Source: an optimization exercise on an open RTL-to-GDS flow (aim: small area, a short achievable clock period and few clock cycles). Production flows keep margins and buffers that such runs may drop.
Function was checked by simulation only, so behaviour that the tests miss may differ from the original.
Power and IR drop assume default switching activity.

<file path="run.sh">
#!/bin/bash
# synth_recipe.tcl (not shown) runs the flow's synth.tcl, then flattens the netlist and writes it again
# the make line also repeats each setting of config.mk as NAME=value (left out here)
make -C /OpenROAD-flow-scripts/flow DESIGN_CONFIG=/design/flow/config.mk WORK_HOME=/design/flow/orfs CLKGATE_MAP_FILE= SYNTH_SCRIPT=/design/flow/synth_recipe.tcl finish
</file>
<file path="config.mk">
export PLATFORM = sky130hd
export DESIGN_NAME = gbn_sender
export DESIGN_NICKNAME = gbn_sender
export VERILOG_FILES = /design/flow/design.v
export SDC_FILE = /design/flow/constraint.sdc
export NUM_CORES = 4
export LEC_CHECK = 0
export CAP_MARGIN = 20
export CORE_MARGIN = 2
export CORE_UTILIZATION = 40
export SLEW_MARGIN = 20
export SYNTH_MEMORY_MAX_BITS = 8192
</file>
<file path="constraint.sdc">
create_clock -name core_clock -period 10.0 [get_ports {clk}]
set_input_delay 2.0000 -clock core_clock [delete_from_list [all_inputs] [get_ports {clk}]]
set_output_delay 2.0000 -clock core_clock [all_outputs]
set_load 0.01 [all_outputs]
</file>
<file path="design.v">
module gbn_sender (
    input  wire       clk,
    input  wire       rst,         
    input  wire       in_valid,
    output wire       in_ready,
    input  wire [1:0] in_op,       
    input  wire [7:0] in_data,
    input  wire       in_last,     
    output wire       tx_valid,
    input  wire       tx_ready,
    output wire [7:0] tx_data,
    output wire       tx_last      
);
    localparam [1:0] OP_SUBMIT  = 2'd0;
    localparam [1:0] OP_ACK     = 2'd1;
    localparam [1:0] OP_TIMEOUT = 2'd2;
    localparam [1:0] OP_EXPIRE  = 2'd3;
    localparam integer QD = 4;      
    integer i;
    reg [5:0] ph;
    always @(posedge clk) begin
        if (rst) ph <= 6'd0;
        else     ph <= ph + 6'd1;
    end
    reg       pw_en;
    reg [2:0] pw_slot;
    reg [2:0] pw_k;
    reg [7:0] pw_data;
    reg       hw_en;
    reg [2:0] hw_slot;
    reg [2:0] hw_k;
    reg [7:0] hw_data;
    wire [511:0] taps;    
    genvar gs;
    generate
        for (gs = 0; gs < 8; gs = gs + 1) begin : slot
            wire       p_hit = pw_en && (pw_slot == gs);
            wire       h_hit = hw_en && (hw_slot == gs);
            wire [7:0] we    = ({8{p_hit}} & (8'd1 << pw_k)) | ({8{h_hit}} & (8'd1 << hw_k));
            wire [7:0] wd    = h_hit ? hw_data : pw_data;
            gbn_ring u_ring (
                .clk(clk), .we(we), .wd(wd),
                .taps(taps[gs*64 +: 64])
            );
        end
    endgenerate
    reg [10:0] fq0, fq1;        
    reg [1:0]  f_cnt;
    reg        f_rd;            
    reg        f_wr;            
    reg        in_rdy_q;
    wire        push  = in_valid && in_rdy_q;
    wire [10:0] f_head = f_rd ? fq1 : fq0;
    wire [1:0]  h_op   = f_head[10:9];
    wire        h_last = f_head[8];
    wire [7:0]  h_data = f_head[7:0];
    wire        h_val  = (f_cnt != 2'd0);
    wire        pop;
    wire [1:0] f_cnt_n = f_cnt + {1'b0, push} - {1'b0, pop};
    always @(posedge clk) begin
        if (rst) begin
            f_cnt    <= 2'd0;
            f_rd     <= 1'b0;
            f_wr     <= 1'b0;
            in_rdy_q <= 1'b1;
        end else begin
            if (push) begin
                if (f_wr) fq1 <= {in_op, in_last, in_data};
                else      fq0 <= {in_op, in_last, in_data};
                f_wr <= ~f_wr;
            end
            if (pop) f_rd <= ~f_rd;
            f_cnt    <= f_cnt_n;
            in_rdy_q <= (f_cnt_n != 2'd2);
        end
    end
    assign in_ready = in_rdy_q;
    reg [2:0] head;
    reg [2:0] win;          
    reg [1:0] bufn;         
    reg [6:0] last_ack;
    reg       armed;
    reg [7:0] ready;        
    reg [2:0] jq_start [0:QD-1];
    reg [2:0] jq_cnt   [0:QD-1];
    reg [1:0] jq_rd, jq_wr;
    reg [2:0] jq_n;
    wire      jq_push;
    wire [2:0] jq_push_start, jq_push_cnt;
    wire      jq_pop;
    reg a_v, b_v, c_v;
    reg [1:0] a_op, b_op, c_op;
    reg       t_act;
    reg [2:0] t_slot;
    reg [2:0] t_left;
    reg [2:0]  tail;
    reg [6:0]  next_seq;
    reg [5:0]  frag_len;
    reg [5:0]  ack_idx;
    reg [12:0] acc_h, acc_l;
    reg [7:0]  ack_seq;
    reg [15:0] ack_cks;
    reg busy_tail;
    always @(*) begin
        busy_tail = t_act && ((tail - t_slot) <= t_left);
        for (i = 0; i < QD; i = i + 1)
            if ((jq_n > i[2:0]) && ((tail - jq_start[(jq_rd + i) % QD]) < jq_cnt[(jq_rd + i) % QD]))
                busy_tail = 1'b1;
    end
    wire [2:0] inflight = {2'b0, a_v} + {2'b0, b_v} + {2'b0, c_v};
    wire       qspace   = (jq_n + inflight) < QD;
    wire       hdr_busy;
    wire       sub_in_pipe = (a_v && a_op == OP_SUBMIT) || (b_v && b_op == OP_SUBMIT) ||
                             (c_v && c_op == OP_SUBMIT);
    wire       s_start = (frag_len == 6'd0);
    wire       s_end   = h_last || (frag_len == 6'd59);
    wire [5:0] s_addr  = frag_len + 6'd4;
    wire [5:0] s_off   = s_addr - ph - 6'd2;      
    wire       s_align = (s_off[2:0] == 3'd0);
    reg can_pop;
    always @(*) begin
        case (h_op)
        OP_SUBMIT: can_pop = s_align && (!s_start || !busy_tail) &&
                             (!s_end || (qspace && !hdr_busy && !sub_in_pipe));
        OP_ACK:    can_pop = (ack_idx != 6'd63) || qspace;
        default:   can_pop = qspace;
        endcase
    end
    assign pop = h_val && can_pop;
    wire is_sub = (h_op == OP_SUBMIT);
    wire is_ack = (h_op == OP_ACK);
    wire op_end = is_sub ? s_end : is_ack ? (ack_idx == 6'd63) : 1'b1;
    wire        odd      = is_sub ? frag_len[0] : ack_idx[0];
    wire        skip     = is_ack && (ack_idx == 6'd2 || ack_idx == 6'd3);
    wire        first    = is_sub ? s_start : (ack_idx == 6'd0);
    wire [12:0] base_h   = first ? 13'd0 : acc_h;
    wire [12:0] base_l   = first ? (is_sub ? {6'd0, next_seq} : 13'd0) : acc_l;
    wire [12:0] add_h    = (skip || odd) ? 13'd0 : {5'd0, h_data};
    wire [12:0] add_l    = (skip || !odd) ? 13'd0 : {5'd0, h_data};
    wire [12:0] nx_h     = base_h + add_h + {12'd0, is_sub};
    wire [12:0] nx_l     = base_l + add_l;
    reg [12:0] a_h, a_l;
    reg [2:0]  a_slot;
    reg [5:0]  a_len;
    reg [6:0]  a_seq;
    reg [7:0]  a_ack;
    reg [15:0] a_cks;
    always @(posedge clk) begin
        if (rst) begin
            tail     <= 3'd0;
            next_seq <= 7'd0;
            frag_len <= 6'd0;
            ack_idx  <= 6'd0;
            pw_en    <= 1'b0;
            a_v      <= 1'b0;
        end else begin
            pw_en <= 1'b0;
            a_v   <= 1'b0;
            if (pop) begin
                acc_h <= nx_h;
                acc_l <= nx_l;
                if (op_end) begin
                    a_v  <= 1'b1;
                    a_op <= h_op;
                    a_h  <= nx_h;
                    a_l  <= nx_l;
                end
                case (h_op)
                OP_SUBMIT: begin
                    pw_en   <= 1'b1;
                    pw_slot <= tail;
                    pw_k    <= s_off[5:3];
                    pw_data <= h_data;
                    a_slot  <= tail;
                    a_len   <= frag_len + 6'd1;
                    a_seq   <= next_seq;
                    if (s_end) begin
                        frag_len <= 6'd0;
                        tail     <= tail + 3'd1;
                        next_seq <= (next_seq == 7'd126) ? 7'd0 : next_seq + 7'd1;
                    end else begin
                        frag_len <= frag_len + 6'd1;
                    end
                end
                OP_ACK: begin
                    if (ack_idx == 6'd1) ack_seq <= h_data;
                    if (ack_idx == 6'd2) ack_cks[15:8] <= h_data;
                    if (ack_idx == 6'd3) ack_cks[7:0]  <= h_data;
                    a_ack   <= ack_seq;
                    a_cks   <= ack_cks;
                    ack_idx <= ack_idx + 6'd1;
                end
                default: ;
                endcase
            end
        end
    end
    reg [20:0] b_tot;
    reg [2:0]  b_slot;
    reg [5:0]  b_len;
    reg [6:0]  b_seq;
    reg [7:0]  b_ack;
    reg [15:0] b_cks;
    always @(posedge clk) begin
        if (rst) b_v <= 1'b0;
        else     b_v <= a_v;
        b_op   <= a_op;
        b_tot  <= {a_h + {8'd0, a_l[12:8]}, a_l[7:0]};
        b_slot <= a_slot;
        b_len  <= a_len;
        b_seq  <= a_seq;
        b_ack  <= a_ack;
        b_cks  <= a_cks;
    end
    reg [16:0] c_f1;
    reg [2:0]  c_slot;
    reg [5:0]  c_len;
    reg [6:0]  c_seq;
    reg [7:0]  c_ack;
    reg [15:0] c_ncks;      
    reg [15:0] c_ncksm1;    
    reg        c_pre;       
    reg [2:0]  c_gap;
    wire [7:0] la8       = {1'b0, last_ack};
    wire       b_range   = (b_ack < 8'd127);
    wire [8:0] b_gsum    = {1'b0, la8} + 9'd127 - {1'b0, b_ack};
    wire       b_guard   = (b_ack > la8) && (b_gsum <= 9'd6);
    wire [7:0] b_gap     = (b_ack >= la8) ? (b_ack - la8) : (b_ack + 8'd127 - la8);
    wire       b_pre     = b_range && !b_guard && (b_gap != 8'd0) && (b_gap <= 8'd6);
    always @(posedge clk) begin
        if (rst) c_v <= 1'b0;
        else     c_v <= b_v;
        c_op     <= b_op;
        c_f1     <= {1'b0, b_tot[15:0]} + {12'd0, b_tot[20:16]};
        c_slot   <= b_slot;
        c_len    <= b_len;
        c_seq    <= b_seq;
        c_ack    <= b_ack;
        c_ncks   <= ~b_cks;
        c_ncksm1 <= ~b_cks - 16'd1;
        c_pre    <= b_pre;
        c_gap    <= b_gap[2:0];
    end
    wire [15:0] c_f2    = c_f1[15:0] + {15'd0, c_f1[16]};
    wire        c_ver   = c_f1[16] ? (c_f1[15:0] == c_ncksm1) : (c_f1[15:0] == c_ncks);
    wire        c_cum   = c_ver && c_pre;
    reg        hdr_v;
    reg [2:0]  hdr_slot;
    reg [5:0]  hdr_len;
    reg [6:0]  hdr_seq;
    reg [15:0] hdr_cks;
    reg [1:0]  hdr_i;
    reg        hdr_go;
    reg [2:0]  hdr_k;
    assign hdr_busy = hdr_v;
    reg       p_en;
    reg [2:0] p_start, p_cnt;
    reg [2:0] n_head, n_win;
    reg [1:0] n_buf;
    reg       n_armed;
    reg [2:0] adm;
    always @(*) begin
        p_en    = 1'b0;
        p_start = head;
        p_cnt   = win;
        n_head  = head;
        n_win   = win;
        n_buf   = bufn;
        n_armed = armed;
        adm     = 3'd0;
        if (c_v) begin
            case (c_op)
            OP_SUBMIT: begin
                if (win != 3'd6) begin
                    p_en    = 1'b1;
                    p_start = c_slot;
                    p_cnt   = 3'd1;
                    n_win   = win + 3'd1;
                    n_armed = 1'b1;
                end else begin
                    n_buf   = bufn + 2'd1;
                end
            end
            OP_ACK: begin
                if (c_cum) begin
                    n_head = head + c_gap;
                    adm    = (c_gap < {1'b0, bufn}) ? c_gap : {1'b0, bufn};
                    n_win  = win - c_gap + adm;
                    n_buf  = bufn - adm[1:0];
                    if (adm != 3'd0) begin
                        p_en    = 1'b1;
                        p_start = head + 3'd6;
                        p_cnt   = adm;
                        n_armed = 1'b1;
                    end
                end
            end
            OP_TIMEOUT: begin
                if (win != 3'd0) begin
                    p_en    = 1'b1;
                    n_armed = 1'b1;
                end
            end
            default: begin   
                if (armed) begin
                    if (win != 3'd0) p_en = 1'b1;
                    else             n_armed = 1'b0;
                end
            end
            endcase
        end
    end
    assign jq_push       = p_en;
    assign jq_push_start = p_start;
    assign jq_push_cnt   = p_cnt;
    always @(posedge clk) begin
        if (rst) begin
            head     <= 3'd0;
            win      <= 3'd0;
            bufn     <= 2'd0;
            last_ack <= 7'd126;
            armed    <= 1'b0;
        end else begin
            head  <= n_head;
            win   <= n_win;
            bufn  <= n_buf;
            armed <= n_armed;
            if (c_v && c_op == OP_ACK && c_cum) last_ack <= c_ack[6:0];
        end
    end
    wire [5:0] h_off = 6'd0 - ph - 6'd2;
    always @(posedge clk) begin
        if (rst) begin
            hdr_v  <= 1'b0;
            hdr_go <= 1'b0;
            hdr_i  <= 2'd0;
            hw_en  <= 1'b0;
        end else begin
            hw_en <= 1'b0;
            if (c_v && c_op == OP_SUBMIT) begin
                hdr_v    <= 1'b1;
                hdr_slot <= c_slot;
                hdr_len  <= c_len;
                hdr_seq  <= c_seq;
                hdr_cks  <= ~c_f2;
            end
            if (hdr_v && (hdr_go || h_off[2:0] == 3'd0)) begin
                hw_en   <= 1'b1;
                hw_slot <= hdr_slot;
                hw_k    <= hdr_go ? hdr_k : h_off[5:3];
                hdr_k   <= hdr_go ? hdr_k : h_off[5:3];
                case (hdr_i)
                2'd0: hw_data <= {2'b00, hdr_len};
                2'd1: hw_data <= {1'b0, hdr_seq};
                2'd2: hw_data <= hdr_cks[15:8];
                default: hw_data <= hdr_cks[7:0];
                endcase
                hdr_i  <= hdr_i + 2'd1;
                hdr_go <= (hdr_i != 2'd3);
                if (hdr_i == 2'd3) hdr_v <= 1'b0;
            end
        end
    end
    reg hw_first;
    always @(posedge clk) begin
        if (rst) begin
            ready    <= 8'd0;
            hw_first <= 1'b0;
        end else begin
            hw_first <= hdr_v && !hdr_go && (h_off[2:0] == 3'd0);
            if (hw_en && hw_first) ready[hw_slot] <= 1'b1;
            if (pop && is_sub && s_start) ready[tail] <= 1'b0;
        end
    end
    always @(posedge clk) begin
        if (rst) begin
            jq_rd <= 2'd0;
            jq_wr <= 2'd0;
            jq_n  <= 3'd0;
        end else begin
            if (jq_push) begin
                jq_start[jq_wr] <= jq_push_start;
                jq_cnt[jq_wr]   <= jq_push_cnt;
                jq_wr <= jq_wr + 2'd1;
            end
            if (jq_pop) jq_rd <= jq_rd + 2'd1;
            jq_n <= jq_n + {2'd0, jq_push} - {2'd0, jq_pop};
        end
    end
    reg [5:0] t_addr;
    reg [6:0] t_end;        
    reg       o_v, o_last;
    reg [7:0] o_data;
    wire [5:0] t_off   = t_addr - ph;
    wire       t_have  = t_act && ready[t_slot] && (t_off[2:0] == 3'd0);
    wire [7:0] t_raw   = taps[{t_slot, t_off[5:3], 3'b000} +: 8];
    wire       t_pad   = (t_addr >= 6'd4) && ({1'b0, t_addr} >= t_end);
    wire [7:0] t_byte  = t_pad ? 8'h00 : t_raw;
    wire       o_free  = !o_v || tx_ready;
    wire       t_adv   = o_free && t_have;
    wire       t_done  = t_adv && (t_addr == 6'd63);
    wire       jq_ne   = (jq_n != 3'd0);
    assign jq_pop = jq_ne && (!t_act || (t_done && t_left == 3'd0));
    always @(posedge clk) begin
        if (rst) begin
            t_act  <= 1'b0;
            t_addr <= 6'd0;
            o_v    <= 1'b0;
            o_last <= 1'b0;
        end else begin
            if (o_free) begin
                o_v    <= t_have;
                o_data <= t_byte;
                o_last <= (t_addr == 6'd63);
            end
            if (t_adv) begin
                t_addr <= t_addr + 6'd1;
                if (t_addr == 6'd0) t_end <= {1'b0, t_raw[5:0]} + 7'd4;
            end
            if (jq_pop) begin
                t_act  <= 1'b1;
                t_slot <= jq_start[jq_rd];
                t_left <= jq_cnt[jq_rd] - 3'd1;
            end else if (t_done) begin
                if (t_left != 3'd0) begin
                    t_slot <= t_slot + 3'd1;
                    t_left <= t_left - 3'd1;
                end else begin
                    t_act <= 1'b0;
                end
            end
        end
    end
    assign tx_valid = o_v;
    assign tx_data  = o_data;
    assign tx_last  = o_last;
endmodule
module gbn_ring (
    input  wire        clk,
    input  wire [7:0]  we,
    input  wire [7:0]  wd,
    output wire [63:0] taps
);
    reg [511:0] r;
    integer j;
    always @(posedge clk) begin
        for (j = 0; j < 64; j = j + 1) begin
            if (j % 8 == 0 && we[j / 8]) r[j*8 +: 8] <= wd;
            else                         r[j*8 +: 8] <= r[((j + 1) % 64)*8 +: 8];
        end
    end
    genvar gk;
    generate
        for (gk = 0; gk < 8; gk = gk + 1) begin : tap
            assign taps[gk*8 +: 8] = r[gk*64 +: 8];
        end
    endgenerate
endmodule
</file>
==> results.cfg, run 1 <==
[run_status]
outcome = complete, no violations

[synthesis]
synth_area_leaders = dfxtp_1 (76%), edfxtp_1 (6.4%), a21oi_1 (2.7%)
syn-cell-area_um2 = 113000
yosys_most_used_dff = dfxtp_1
synth_edf_count = 242
synthArstFlopShare_pct = 0
synth_warnings = 2
synthesis.nets = 7698
ys_ff_latch = 4564
synth_top_area_share_pct = 76.4
avgSynthCellArea_um2 = 15.1
synth_seq_area_share_pct = 82.8
synth_cell_type_count = 76
synth_top_area_cell = dfxtp_1
synth_cells = 7524

[setup_path]
worstSetupPathType = reg -> reg
setup.worst_path.start = t_addr[4]$_SDFFE_PP0P_
r2r_cells = 11
r2r-start = t_addr[4]$_SDFFE_PP0P_
regToRegEndpoint = o_data[0]$_SDFFCE_PP0P_
crit_arrival_ns = 5.99
critPathMaxFanout = 37
cp-start-kind = register
worstPathRequired_ns = 10.69
ff2ff_setup_slack_ns = 4.70
cp-end-kind = register

[sta]
hold_viol = 0
slew_viol_final = 0
setup_violations = 0
whs_ns = 0.273
relSlewSlack_pct = 18.1
rsz0062_at_grt = false
period_minus_slack_ns = 5.30
finalClockSkew_ns = 0.0858
fin_tns_setup_ns = 0
timing.final.ws_setup_ns = 4.70
tightest_slew_ns = 1.23
max_freq_ghz = 0.189
period_share_pct = 53.0

[power_and_ir_drop]
p_per_area_nw_per_um2 = 277
leakage_nw = 52.2
ir_drop_uv = 202

[clocking]
h-tree-depth = 5
cts_hold_buf = 0
cts_made_buffers = 417
clock-sinks = 4564
post_cts_resized = 0
cts_root_buf = clkbuf_16
clockBufferDepth = 4
clkLatencyLatePin_ns = 0.96
post-cts-setup-buffer-count = 0
tritoncts = done
clkTransAtPathRegs_ns = 0.07

[floorplan]
std_cell_rows = 195
design.core.area_um2 = 282000
dieWidth_um = 536
initial_core_util_pct = 40.2
die-height_um = 536
pin_count = 26
dieArea_um2 = 287000

[global_route]
track_usage_pct = 15.5
grt_pass1_wl_mm = 335
first_global_vias = 53418
grt_max_degree = 72
antenna_found_initial = 9
grt_remaining_overflow = 0

[drt]
num_vias = 53307
wl_mm = 225
drc = 0
routedWlPerCell_um = 18.9
final_antenna_net_count = 0
drt_iter0_markers = 3578
via_per_inst = 4.47
drtPass1Iterations = 5

[flow_run]
drv_cap = 0

[layout]
areaGrowthSynthToFinish_pct = 17.0
drive_gt1_share_pct = 11.8
nNetsFinal = 8042

[placement]
io_buffers = 25
pre_cts_slack_ns = 4.71
dp_hpwl_mm = 137
globalplace.congestion = 0.814

[min_path]
hold_path_class = reg -> reg
min_to = slot[3].u_ring.r[407]$_DFF_P_
min_from = slot[3].u_ring.r[415]$_DFF_P_
hold_depth = 0
layout by cell type (no fill, tap or decap), types with 17 or more instances in the layout:
master / n
a211oi_1: 19
nand3_1: 52
a21oi_1: 616
o22ai_1: 22
and2_1: 27
ha_1: 135
xnor2_1: 85
edfxtp_1: 242
a22oi_1: 20
o21ai_0: 47
buf_4: 81
nor2b_1: 25
clkbuf_1: 83
clkdlybuf4s50_1: 24
nor3_1: 39
clkbuf_8: 84
mux2i_1: 146
o22ai_2: 32
clkinv_2: 67
mux4_2: 135
bufinv_16: 36
clkbuf_16: 428
nor2_1: 674
dfxtp_1: 4322
fa_1: 24
xor2_1: 63
nand2_1: 145
nand4_1: 17
inv_1: 173
or3_1: 20
nand2b_1: 32
per-stage QoR:
| stage | std cells | area [um2] | total power, mW | utilization, % |
|---|---|---|---|---|
| after global routing | 11932 | 133000 | 37.9 | 47.0 |
| after detailed placement | 11186 | 118000 | 21.2 | 42.0 |
| after global placement | 11185 | 118000 | 21.2 | 42.0 |
| after CTS | 11925 | 132000 | 37.0 | 46.9 |
| final | 11932 | 133000 | 36.7 | 47.0 |
| after floorplan | 7524 | 113000 | 20.5 | - |
synth_stat cells (15+ instances only):
cell,number
dfxtp_1,4322
nor2_1,677
a21oi_1,616
edfxtp_1,242
inv_1,173
mux2i_1,146
nand2_1,146
ha_1,135
mux4_2,135
clkbuf_1,131
xnor2_1,86
o22ai_1,70
xor2_1,64
nand3_1,54
o21ai_0,47
nor3_1,41
nand2b_1,32
and2_1,27
nor2b_1,26
fa_1,24
a22oi_1,20
buf_2,20
or3_1,20
a211oi_1,19
nand4_1,17
and3_1,16
buf_1,16
buf_4,15
cell families after synthesis:
logic type | after synthesis | share of synthesized area (%)
flip-flops | 4564 | 82.8
XOR/XNOR | 152 | 1.19
multiplexers | 294 | 4.14
AO/OA/AOI/OAI | 899 | 4.49
adder cells (fa/ha/maj) | 159 | 1.92
AND/OR/NAND/NOR | 1094 | 4.15
buffers and inverters | 362 | 1.30
area by class of cell:
type,instances,area [um2]
diodes,1,2.50
clock buffers,595,12200
clock inverters,144,1770
fillers,24223,149000
inverters,175,657
multi-input cells,2598,18500
flip-flops and latches,4564,93800
well taps,3743,4680
repair buffers,112,961
worst max-delay path, stage by stage (launching register included):
cell and delay (ns):
dfxtp_1 0.45, ha_1 0.28, buf_4 0.24, o32ai_1 0.56
or2_4 0.62, buf_4 0.61, mux4_2 0.39, a22o_1 0.25
a221oi_1 0.73, o22ai_1 0.35, a211o_1 0.38, and2_1 0.14
metal layers:
metal  wire length [um]  part of all wire [%]  track usage [%]
met1             109000                    49             22.3
met2              99500                    44             23.5
met3              10400                   4.6             2.83
met4               6160                   2.7             5.22
met5                  0                     0                0
registers in the layout (all words and copies together) (netlist names), 11 cells and up, named ones only:
register,cells
jq_cnt,12
jq_start,12
b_cks,16
a_h,13
b_tot,21
hdr_cks,16
c_ncks,16
fq1,11
fq0,11
ack_cks,16
c_f1,17
acc_l,13
c_ncksm1,16
acc_h,13
slot.u_ring.r,4096
a_cks,16
a_l,13
report_power, final:
| group | leakage [nW] | internal (mW) | total [mW] | switching (mW) |
|---|---|---|---|---|
| clock network | 6.87 | 9.39 | 15.9 | 6.49 |
| logic | 8.24 | 0.674 | 1.76 | 1.08 |
| registers | 37.1 | 18.8 | 19.1 | 0.284 |
how the worst max path moves through the flow:
| stage | endpoint | slack (ns) | depth (start not counted) |
|---|---|---|---|
| after floorplan | a_h[0]$_DFFE_PP_ | 4.22 | 14 |
| after global placement | a_h[11]$_DFFE_PP_ | 4.78 | 13 |
| after detailed placement | a_h[12]$_DFFE_PP_ | 4.71 | 13 |
| after CTS | a_h[10]$_DFFE_PP_ | 4.70 | 13 |
| after global routing | o_data[0]$_SDFFCE_PP0P_ | 4.60 | 12 |
| final | o_data[0]$_SDFFCE_PP0P_ | 4.70 | 11 |
Testbench counts, summed over its fixed seeds: cycles 248,891.
==> inputs of run 2 (changes only) <==
--- a/design.v
+++ b/design.v
@@ -17,3 +17,3 @@
     localparam [1:0] OP_EXPIRE  = 2'd3;
-    localparam integer QD = 4;      
+    localparam integer QD = 8;      
     integer i;
@@ -46,9 +46,11 @@
     endgenerate
-    reg [10:0] fq0, fq1;        
-    reg [1:0]  f_cnt;
-    reg        f_rd;            
-    reg        f_wr;            
+    localparam integer FD = 8;
+    reg [10:0] fq [0:FD-1];     
+    reg [3:0]  f_cnt;
+    reg [2:0]  f_rd;
+    reg [2:0]  f_wr;
     reg        in_rdy_q;
-    wire        push  = in_valid && in_rdy_q;
-    wire [10:0] f_head = f_rd ? fq1 : fq0;
+    wire        push   = in_valid && in_rdy_q;
+    wire [10:0] f_head = fq[f_rd];
+    wire [10:0] f_nxt  = fq[f_rd + 3'd1];
     wire [1:0]  h_op   = f_head[10:9];
@@ -56,10 +58,13 @@
     wire [7:0]  h_data = f_head[7:0];
-    wire        h_val  = (f_cnt != 2'd0);
+    wire [7:0]  h_data2 = f_nxt[7:0];
+    wire        h_val  = (f_cnt != 4'd0);
+    wire        h_two  = (f_cnt[3:1] != 3'd0);
     wire        pop;
-    wire [1:0] f_cnt_n = f_cnt + {1'b0, push} - {1'b0, pop};
+    wire        pop2;
+    wire [3:0] f_cnt_n = f_cnt + {3'd0, push} - {3'd0, pop} - {3'd0, pop2};
     always @(posedge clk) begin
         if (rst) begin
-            f_cnt    <= 2'd0;
-            f_rd     <= 1'b0;
-            f_wr     <= 1'b0;
+            f_cnt    <= 4'd0;
+            f_rd     <= 3'd0;
+            f_wr     <= 3'd0;
             in_rdy_q <= 1'b1;
@@ -67,9 +72,8 @@
             if (push) begin
-                if (f_wr) fq1 <= {in_op, in_last, in_data};
-                else      fq0 <= {in_op, in_last, in_data};
-                f_wr <= ~f_wr;
+                fq[f_wr] <= {in_op, in_last, in_data};
+                f_wr <= f_wr + 3'd1;
             end
-            if (pop) f_rd <= ~f_rd;
+            f_rd     <= f_rd + {2'd0, pop} + {2'd0, pop2};
             f_cnt    <= f_cnt_n;
-            in_rdy_q <= (f_cnt_n != 2'd2);
+            in_rdy_q <= (f_cnt_n != FD);
         end
@@ -85,4 +89,4 @@
     reg [2:0] jq_cnt   [0:QD-1];
-    reg [1:0] jq_rd, jq_wr;
-    reg [2:0] jq_n;
+    reg [2:0] jq_rd, jq_wr;
+    reg [3:0] jq_n;
     wire      jq_push;
@@ -102,9 +106,17 @@
     reg [15:0] ack_cks;
-    reg busy_tail;
+    reg [7:0] busy_m;
+    reg [7:0] busy_n;
+    integer   jj;
+    reg [2:0] bs;
     always @(*) begin
-        busy_tail = t_act && ((tail - t_slot) <= t_left);
-        for (i = 0; i < QD; i = i + 1)
-            if ((jq_n > i[2:0]) && ((tail - jq_start[(jq_rd + i) % QD]) < jq_cnt[(jq_rd + i) % QD]))
-                busy_tail = 1'b1;
+        for (jj = 0; jj < 8; jj = jj + 1) begin
+            bs = jj[2:0];
+            busy_n[jj] = t_act && ((bs - t_slot) <= t_left);
+            for (i = 0; i < QD; i = i + 1)
+                if ((jq_n > i[3:0]) && ((bs - jq_start[(jq_rd + i) % QD]) < jq_cnt[(jq_rd + i) % QD]))
+                    busy_n[jj] = 1'b1;
+        end
     end
+    always @(posedge clk) busy_m <= rst ? 8'd0 : busy_n;
+    wire busy_tail = busy_m[tail];
     wire [2:0] inflight = {2'b0, a_v} + {2'b0, b_v} + {2'b0, c_v};
@@ -124,3 +136,3 @@
                              (!s_end || (qspace && !hdr_busy && !sub_in_pipe));
-        OP_ACK:    can_pop = (ack_idx != 6'd63) || qspace;
+        OP_ACK:    can_pop = (ack_idx[5:1] != 5'd31) || qspace;
         default:   can_pop = qspace;
@@ -128,6 +140,7 @@
     end
-    assign pop = h_val && can_pop;
+    assign pop  = h_val && can_pop;
+    assign pop2 = pop && (h_op == OP_ACK) && h_two && !ack_idx[0];
     wire is_sub = (h_op == OP_SUBMIT);
     wire is_ack = (h_op == OP_ACK);
-    wire op_end = is_sub ? s_end : is_ack ? (ack_idx == 6'd63) : 1'b1;
+    wire op_end = is_sub ? s_end : is_ack ? (ack_idx == 6'd63 || (pop2 && ack_idx == 6'd62)) : 1'b1;
     wire        odd      = is_sub ? frag_len[0] : ack_idx[0];
@@ -138,3 +151,3 @@
     wire [12:0] add_h    = (skip || odd) ? 13'd0 : {5'd0, h_data};
-    wire [12:0] add_l    = (skip || !odd) ? 13'd0 : {5'd0, h_data};
+    wire [12:0] add_l    = skip ? 13'd0 : pop2 ? {5'd0, h_data2} : !odd ? 13'd0 : {5'd0, h_data};
     wire [12:0] nx_h     = base_h + add_h + {12'd0, is_sub};
@@ -156,4 +169,4 @@
         end else begin
-            pw_en <= 1'b0;
-            a_v   <= 1'b0;
+            pw_en <= pop && is_sub;
+            a_v   <= pop && op_end;
             if (pop) begin
@@ -161,17 +174,4 @@
                 acc_l <= nx_l;
-                if (op_end) begin
-                    a_v  <= 1'b1;
-                    a_op <= h_op;
-                    a_h  <= nx_h;
-                    a_l  <= nx_l;
-                end
                 case (h_op)
                 OP_SUBMIT: begin
-                    pw_en   <= 1'b1;
-                    pw_slot <= tail;
-                    pw_k    <= s_off[5:3];
-                    pw_data <= h_data;
-                    a_slot  <= tail;
-                    a_len   <= frag_len + 6'd1;
-                    a_seq   <= next_seq;
                     if (s_end) begin
@@ -185,8 +185,12 @@
                 OP_ACK: begin
-                    if (ack_idx == 6'd1) ack_seq <= h_data;
-                    if (ack_idx == 6'd2) ack_cks[15:8] <= h_data;
-                    if (ack_idx == 6'd3) ack_cks[7:0]  <= h_data;
-                    a_ack   <= ack_seq;
-                    a_cks   <= ack_cks;
-                    ack_idx <= ack_idx + 6'd1;
+                    if (pop2) begin
+                        if (ack_idx == 6'd0) ack_seq <= h_data2;
+                        if (ack_idx == 6'd2) ack_cks <= {h_data, h_data2};
+                        ack_idx <= ack_idx + 6'd2;
+                    end else begin
+                        if (ack_idx == 6'd1) ack_seq <= h_data;
+                        if (ack_idx == 6'd2) ack_cks[15:8] <= h_data;
+                        if (ack_idx == 6'd3) ack_cks[7:0]  <= h_data;
+                        ack_idx <= ack_idx + 6'd1;
+                    end
                 end
@@ -197,2 +201,15 @@
     end
+    always @(posedge clk) begin
+        a_op    <= h_op;
+        a_h     <= nx_h;
+        a_l     <= nx_l;
+        a_slot  <= tail;
+        a_len   <= frag_len + 6'd1;
+        a_seq   <= next_seq;
+        a_ack   <= ack_seq;
+        a_cks   <= ack_cks;
+        pw_slot <= tail;
+        pw_k    <= s_off[5:3];
+        pw_data <= h_data;
+    end
     reg [20:0] b_tot;
@@ -383,6 +400,6 @@
                 jq_cnt[jq_wr]   <= jq_push_cnt;
-                jq_wr <= jq_wr + 2'd1;
+                jq_wr <= jq_wr + 3'd1;
             end
-            if (jq_pop) jq_rd <= jq_rd + 2'd1;
-            jq_n <= jq_n + {2'd0, jq_push} - {2'd0, jq_pop};
+            if (jq_pop) jq_rd <= jq_rd + 3'd1;
+            jq_n <= jq_n + {3'd0, jq_push} - {3'd0, jq_pop};
         end
@@ -393,3 +410,3 @@
     reg [7:0] o_data;
-    wire [5:0] t_off   = t_addr - ph;
+    reg  [5:0] t_off;       
     wire       t_have  = t_act && ready[t_slot] && (t_off[2:0] == 3'd0);
@@ -401,3 +418,3 @@
     wire       t_done  = t_adv && (t_addr == 6'd63);
-    wire       jq_ne   = (jq_n != 3'd0);
+    wire       jq_ne   = (jq_n != 4'd0);
     assign jq_pop = jq_ne && (!t_act || (t_done && t_left == 3'd0));
@@ -407,2 +424,3 @@
             t_addr <= 6'd0;
+            t_off  <= 6'd0;
             o_v    <= 1'b0;
@@ -415,2 +433,3 @@
             end
+            t_off <= t_adv ? t_off : t_off - 6'd1;
             if (t_adv) begin
==> run 2 against run 1 <==
Net effect: global-route usage fell by 0.15 points; synthesized area rose by 7.3%; setup slack got worse by 0.70 ns; sequential share of layout area fell by 2.5 points; largest cell class unchanged; via count grew 9.5%; count of clock-buffer cells in the layout decreased by 24; synthesized cell count grew 8.4%; combinational power rose to 3.4 times the previous value; largest power group unchanged; sequential power up 5%; clock skew grew 0.0025 ns; still clean on timing, DRC and antenna; wire length grew 6.3%; worst hold slack better by 0.0060 ns.
==> results.cfg, run 2 <==
[run_status]
outcome = complete, no violations

[clocking]
clkTransAtPathRegs_ns = 0.06
clockBufferDepth = 4
post_cts_resized = 0
cts_made_buffers = 405
post-cts-setup-buffer-count = 0
cts_root_buf = clkbuf_16
clock-sinks = 4678
cts_hold_buf = 0
h-tree-depth = 5
tritoncts = done
clkLatencyLatePin_ns = 0.92

[sta]
period_share_pct = 60.0
finalClockSkew_ns = 0.0882
hold_viol = 0
rsz0062_at_grt = false
max_freq_ghz = 0.167
relSlewSlack_pct = 17.3
setup_violations = 0
tightest_slew_ns = 1.21
fin_tns_setup_ns = 0
slew_viol_final = 0
period_minus_slack_ns = 6.00

[floorplan]
dieWidth_um = 555
die-height_um = 555
std_cell_rows = 202
dieArea_um2 = 308000
initial_core_util_pct = 40.2
design.core.area_um2 = 303000
pin_count = 26

[synthesis]
synth_top_area_cell = dfxtp_1
synth_area_leaders = dfxtp_1 (73%), edfxtp_1 (6.3%), mux4_2 (4.4%)
avgSynthCellArea_um2 = 14.9
synth-xor-area-share_pct = 1.30
synthesis.nets = 8445
synthTopCellsByCount = dfxtp_1 (4,425), nor2_1 (691), a21oi_1 (595), ha_1 (255), edfxtp_1 (253)
synth_edf_count = 253
syn-cell-area_um2 = 122000
muxShareOfSynthArea_pct = 6.21
synthAdderAreaFrac_pct = 2.97
synth_compound_area_share_pct = 4.82
synth_cell_type_count = 91
synth_top_family_by_area = multiplexers
synth_cells = 8154
synth-simple-area-share_pct = 4.10
synthArstFlopShare_pct = 0
yosys_most_used_dff = dfxtp_1
synth_warnings = 2
ys_ff_latch = 4678
yosysMostFrequentCell = dfxtp_1
synth_top_area_share_pct = 72.9
synth_seq_area_share_pct = 79.2

[min_path]
hold_path_class = reg -> reg

[global_route]
first_global_vias = 59252
grt_remaining_overflow = 0
grt_max_degree = 88
track_usage_pct = 15.4
antenna_found_initial = 6
grt_pass1_wl_mm = 364

[drt]
num_vias = 58381
final_antenna_net_count = 0
wl_mm = 240
routedWlPerCell_um = 18.7
via_per_inst = 4.56
drc = 0
drt_iter0_markers = 3604
drtPass1Iterations = 8

[placement]
io_buffers = 25
numPlacedInstances = 12051
globalplace.congestion = 0.824
dp_hpwl_mm = 150

[setup_path]
worst_path_max_delay_cell = a221oi_1
cp-start-kind = register
worstSetupPathType = reg -> reg
critPathMaxFanout = 42
crit_arrival_ns = 6.62
worstPathRequired_ns = 10.62
path_cells = buf_4 > mux4_2 > nor3b_1 > a31oi_1 > a221oi_1 > nand2_1 > mux2i_1 > nor2b_1 > ha_1 > inv_1 > fa_1 > nor2b_1 > o21ai_0 > a21boi_0 > o21ai_0 > a21boi_0 > o211ai_1 > xor2_1 > nor2_1
cp_slowest_stage_delay_ns = 0.69
cp-end-kind = register

[layout]
fin_cells = 12803
nNetsFinal = 8774
largest_registers = slot.u_ring.r x4096, fq x88
final_cell_mix = dfxtp_1 (4,420), nor2_1 (687), a21oi_1 (595)
regMostFlops = slot.u_ring.r
drive_gt1_share_pct = 12.6
areaGrowthSynthToFinish_pct = 16.0
mostFrequentLayoutCell = dfxtp_1
largest_reg_flops = 4096

[power_and_ir_drop]
leakage_nw = 55.6
ir_drop_uv = 175
p_per_area_nw_per_um2 = 297

[flow_run]
drv_cap = 0
[run 2: changes by cell type in the layout (fill, tap and decap cells not counted), moves of 18 or more]
cell,before,now
ha_1,135,254
a21o_1,11,47
dfxtp_1,4322,4420
nor2b_1,25,45
a21oi_1,616,595
xnor2_1,85,103
buf_4,81,108
mux4_2,135,236
inv_1,173,232
nand2_1,145,124
mux2i_1,146,200
a211oi_1,19,57
[run 2: logic make-up (layout without fill, tap and decap cells)]
logic type | Yosys count | after routing
flops | 4678 | 4678
simple gates | 1124 | 1124
compound gates | 995 | 995
mux | 457 | 457
buf+inv | 446 | 1116
fa+ha+maj | 276 | 276
xor+xnor | 178 | 178
other cells | 0 | 1
[run 2: final timing paths]
kind	slack, ns	cells after the start	startpoint	end
max	4.00	19	f_rd[0]$_SDFF_PP0_	acc_l[12]$_DFFE_PP_
min	0.28	0	a_seq[0]$_DFF_P_	b_seq[0]$_DFF_P_
max reg2reg	4.00	19	f_rd[0]$_SDFF_PP0_	acc_l[12]$_DFFE_PP_
min reg2reg	0.28	0	a_seq[0]$_DFF_P_	b_seq[0]$_DFF_P_
[run 2: report_power, final]
part	switching, mW	internal [mW]
registers	0.482	19.7
clock network	6.71	9.13
logic	3.67	2.23
total	10.9	31.0
[run 2: metal layers]
layer / track usage, % / wire, um
met5: 0 / 7
met4: 4.90 / 7200
met3: 2.58 / 9640
met2: 23.9 / 106000
met1: 21.8 / 116000
[run 2: layout make-up]
type | count | area [um2]
Antenna cell | 1 | 2.50
Sequential cell | 4678 | 96200
Fill cell | 25926 | 162000
Inverter | 233 | 875
Clock buffer | 571 | 11600
Tap cell | 3978 | 4980
Multi-Input combinational cell | 3030 | 24000
Timing Repair Buffer | 135 | 1090
Clock inverter | 177 | 2200
[run 2: worst max-delay path: cells and delay by family (launching register included)]
family          cells  cell delay, ns
xor+xnor            1            0.17
fa+ha+maj           2            0.59
flops               1            0.31
mux                 2            1.04
simple gates        5            1.18
compound gates      7            1.87
buf+inv             2            0.57
[run 2: through the flow]
stage                     utilization [%]  cell area (um2)  hold WS [ns]  total power [mW]  setup slack [ns]
after global routing                 46.6           141000         0.280              43.7              3.29
after global placement               42.0           127000         0.310              26.3              3.65
after floorplan                         -           122000         0.310              24.4              4.68
after CTS                            46.6           141000         0.267              42.2              3.61
after detailed placement             42.0           127000         0.312              26.4              3.62
final                                46.6           141000         0.279              41.9              4.00
Testbench counts of run 2, summed over its fixed seeds: cycles 240,685.

what the ideal ports hide:
No port has a modelled driver above. Below, the same layouts with a new extraction and two added sets of constraints.
Step 1, drivers: a clkbuf_16 drives clk and a buf_2 each remaining input, both assumed.
Step 2 moves the port delays by t, midway between the first and last clock arrival at a register: inputs arrive t later, outputs are due t later. That takes back most of the time a late clock gives input paths.
a / b / c = ideal / step 1 / step 2; a / b = the first two.
| run | t, ns | setup slack, ns | hold WS [ns] | worst register clock-pin slew, ns | worst slew at a driven data input, ns |
|---|---|---|---|---|---|
| run 1 | 1.014 | 4.702 / 4.702 / 4.702 | 0.273 / 0.273 / 0.273 | 0.07 / 0.07 | 0.04 |
| run 2 | 0.970 | 3.999 / 3.999 / 3.999 | 0.279 / 0.279 / 0.279 | 0.08 / 0.08 | 0.03 |
After both steps setup and hold are still met in every run listed.
